This is an optimization exercise on Yosys and OpenROAD, whose aim is small area, a short achievable clock period and few clock cycles, not a production implementation. Only simulation tests tie the RTL to the original design; equivalence was not proved. Power is estimated from default activity; no workload was simulated.

## nasa_fa
module nasa_fa (
    input  wire       clk,
    input  wire       rst,
    input  wire       in_valid,
    input  wire [7:0] in_data,
    output wire       in_ready,
    output reg        pl_valid,
    output reg  [7:0] pl_data,
    output reg        pl_last,
    output reg        pl_empty
);
Size: about 1700 cells after synthesis, ~1200 flip-flops, about 23 I/O pins.
==> flow/config.mk <==
export PLATFORM = sky130hd
export DESIGN_NAME = nasa_fa
export DESIGN_NICKNAME = nasa_fa
export VERILOG_FILES = /design/flow/design.v
export SDC_FILE = /design/flow/constraint.sdc
export NUM_CORES = 4
export LEC_CHECK = 0
export ABC_CLOCK_PERIOD_IN_PS = 3000
export CAP_MARGIN = 20
export CORE_MARGIN = 2
export CORE_UTILIZATION = 75
export CTS_BUF_LIST = sky130_fd_sc_hd__clkbuf_8
export CTS_CLUSTER_DIAMETER = 60
export CTS_CLUSTER_SIZE = 18
export SLEW_MARGIN = 20
==> flow/constraint.sdc <==
create_clock -name core_clock -period 10.0 [get_ports {clk}]
set_input_delay 2.0000 -clock core_clock [delete_from_list [all_inputs] [get_ports {clk}]]
set_output_delay 2.0000 -clock core_clock [all_outputs]
set_load 0.01 [all_outputs]
standard.sh (not shown) runs the stock make flow with config.mk's settings and CLKGATE_MAP_FILE= SYNTH_SCRIPT=/design/flow/synth_recipe.tcl, a recipe that flattens the netlist after the stock synthesis.
==> flow/flow/run.sh <==
#!/bin/bash
# Own flow: the standard layout (standard.sh), unchanged synthesis, with
# two changes for the later steps: the port buffers are buf_4 cells instead
# of the smallest buffer, and timing repair aims at a larger setup margin.
set -euo pipefail
bash standard.sh synth > synth.log 2>&1
export SETUP_SLACK_MARGIN=7
export BUFFER_PORTS_ARGS="-buffer_cell sky130_fd_sc_hd__buf_4"
bash standard.sh > layout.log 2>&1
The baseline went through all stages and came out clean.
Testbench counts at the start, summed over its fixed seeds: cycles 18,671.
Rerun with:
--- a/flow/design.v
+++ b/flow/design.v
@@ -22,36 +22,34 @@
         begin
             c = c_in ^ {b, 8'h00};
             for (i = 0; i < 8; i = i + 1)
                 c = c[15] ? ({c[14:0], 1'b0} ^ 16'h1021) : {c[14:0], 1'b0};
             crc_step = c;
         end
     endfunction
     reg  [1023:0] ring;
-    reg  [3:0]    f0, f127;             
+    reg  [3:0]    f0;                   
     wire [7:0]    r0   = ring[7:0];
     wire [7:0]    r31  = ring[255:248];
     wire [7:0]    r63  = ring[511:504];
     wire [7:0]    r95  = ring[767:760];
-    wire [7:0]    r126 = ring[1015:1008];
     wire [7:0]    r127 = ring[1023:1016];
     reg           in_ready_q;
     wire          ins = in_valid && in_ready_q;
     always @(posedge clk) begin
         ring <= {ring[1015:0], ins ? in_data : r127};
-        f127 <= bcls(r126);
-        f0   <= ins ? bcls(in_data) : f127;
+        f0   <= bcls(ins ? in_data : r127);
     end
     assign in_ready = in_ready_q;
     reg  [6:0]  ph;         
-    reg  [6:0]  tail;       
+    reg  [6:0]  dt;         
     reg         uany;       
     reg  [6:0]  d;          
-    reg         d0, d127;   
+    reg         d127;       
     reg  [1:0]  st;
     reg  [6:0]  cs;         
     reg         hi_ok;      
     reg  [6:0]  rem;        
     reg         last_q;     
     reg  [15:0] crc;
     reg         crcz;       
     reg         nv_v;       
@@ -60,32 +58,32 @@
     reg  [1:0]  fwp, frp;
     reg  [3:0]  focc;       
     reg  [1:0]  es;
     reg  [1:0]  etap;
     reg  [6:0]  ecnt;
     reg         ezero, eone;    
     wire        fne    = focc[0];
     wire        ffull  = focc[3];
-    wire [7:0]  x      = d127 ? r0 : r127;
-    wire [3:0]  xf     = d127 ? f0 : f127;
+    wire [7:0]  x      = r0;
+    wire [3:0]  xf     = f0;
     wire        x_stx  = xf[0];
     wire        x_zero = xf[1];
     wire        x_etx  = xf[2];
     wire        x_len  = xf[3];
     wire        ok_frame = x_etx && crcz;
     wire        body_end = (st == S_BODY) && last_q;
     wire        stall  = ffull && body_end && ok_frame;
-    wire        sc_go  = uany && (d0 || d127) && !stall;
+    wire        sc_go  = uany && d127 && !stall;
     wire        nv_now   = b2_stx && b1_zero && x_len;
     wire        do_push  = sc_go && body_end && ok_frame;
     wire        jump     = sc_go && body_end && !ok_frame && (nv_v || nv_now);
-    wire [6:0]  phm1     = ph - 7'd1;
-    wire [6:0]  sp       = d127 ? phm1 : ph;
-    wire [6:0]  dj       = nv_v ? cs - ph : d - 7'd3;
+    wire [6:0]  sp       = ph - 7'd1;
+    wire [6:0]  cs_ph    = cs - ph;
+    wire [6:0]  dj       = nv_v ? cs_ph : 7'd124;
     reg  [1:0]  st_n;
     reg  [1:0]  cs_sel;     
     always @* begin
         st_n   = st;
         cs_sel = 2'd0;
         if (sc_go) begin
             case (st)
                 S_SRCH: if (x_stx) begin cs_sel = 2'd1; st_n = S_L1; end
@@ -103,18 +101,18 @@
                     else if (x_stx)      begin cs_sel = 2'd1; st_n = S_L1; end
                     else                 st_n = S_SRCH;
                 end
             endcase
         end
     end
     wire        rebase = ins && !uany;
     wire [6:0]  ph_n   = ph + 7'd1;
-    wire        ph_tail = (ph == tail);
-    wire        sp_tail = d127 ? (phm1 == tail) : ph_tail;
+    wire        ph_tail = (dt == 7'd0);
+    wire        sp_tail = (dt == 7'd1);
     wire        uany_n  = jump || ins || (uany && !(sc_go && sp_tail));
     reg  [7:0]  etb;
     always @* begin
         case (etap)
             2'd0:    etb = r31;
             2'd1:    etb = r63;
             2'd2:    etb = r95;
             default: etb = r127;
@@ -128,20 +126,20 @@
             2'd2:    front = fq2;
             default: front = fq3;
         endcase
     end
     wire        e_start = (es == E_IDLE) && fne && (front[4:0] == ph[4:0]);
     wire        e_pop   = (es == E_PAY) && (ezero || eone);
     wire        cand    = (st != S_SRCH);
     wire        empty   = !cand && !uany && !fne;
-    wire        jump_mb = (st == S_BODY) && last_q && (nv_v || b2_stx);
+    wire        jump_mb = (st == S_BODY) && last_q && nv_v;
     wire        nfne_n  = !focc[0] || (!focc[1] && e_pop);
-    wire        blk_n   = nfne_n && ((cand && cs == ph_n) ||
-                                     (uany && (d0 || d == 7'd1 || jump_mb) && r126 == STX));
+    wire        blk_n   = nfne_n && ((cand && cs_ph == 7'd1) ||
+                                     (uany && (d == 7'd1 || jump_mb)));
     wire        in_ready_n = (empty || ins || ph_tail) && !blk_n;
     always @(posedge clk) begin
         if (rst) begin
             ph         <= 7'd0;
             uany       <= 1'b0;
             st         <= S_SRCH;
             focc       <= 4'd0;
             fwp        <= 2'd0;
@@ -167,30 +165,27 @@
                 E_IDLE:  if (e_start) es <= E_H1;
                 E_H1:    es <= E_H2;
                 E_H2:    es <= E_PAY;
                 default: if (ezero || eone) es <= E_IDLE;
             endcase
         end
     end
     always @(posedge clk) begin
-        if (ins) tail <= ph;
+        dt <= ins ? 7'd1 : dt + 7'd1;
         if (jump) begin
             d    <= dj;
-            d0   <= (dj == 7'd0);
             d127 <= (dj == 7'd127);
         end else if (sc_go) begin
         end else if (rebase) begin
             d    <= 7'd127;
-            d0   <= 1'b0;
             d127 <= 1'b1;
         end else begin
             d    <= d - 7'd1;
-            d0   <= (d == 7'd1);
-            d127 <= d0;
+            d127 <= (d == 7'd0);
         end
         case (cs_sel)
             2'd1: cs <= sp;
             2'd2: cs <= sp - 7'd1;
             default: ;
         endcase
         if (sc_go) begin
             b2_stx  <= b1_stx;
The new run completed with no timing, DRC or antenna violations.
Sequential share of layout area came out higher by 1.9 points.
Hold slack hardly moves.
Total power shrinks by 1.1%.
Final area fell by about 3%.
Area after synthesis falls by about 3.4%.
Global-route usage is lower by 4.5 points.
Clock skew stays flat.
Cell count falls by about 4.5%.
Sequential power hardly moves.
Testbench counts after the change, summed over its fixed seeds: cycles 18,671.

==> re-timing with driven ports <==
How much do the figures lean on ideal ports? The routed layouts below were timed once more, with nothing changed but the port constraints. Step 1 assumes that a clkbuf_16 drives the clock port and a buf_2 every other input. Step 2, shift: input delay + t, output delay - t, t = (earliest + latest rising clock arrival at the registers) / 2. This alone moves slack from input paths to output paths. a / b / c = ideal / step 1 / step 2; a / b = the first two.
run | shift t [ns] | setup WS [ns] | worst register clock-pin slew, ns
the first run | 0.690 | 6.855 / 6.803 / 6.431 | 0.12 / 0.12
the second run | 0.705 | 6.846 / 6.791 / 6.430 | 0.11 / 0.11
After both steps every run listed still meets setup and hold. For the first run, which loses most, drivers alone change the setup slack by -0.052 ns; drivers and shift together by -0.424 ns.
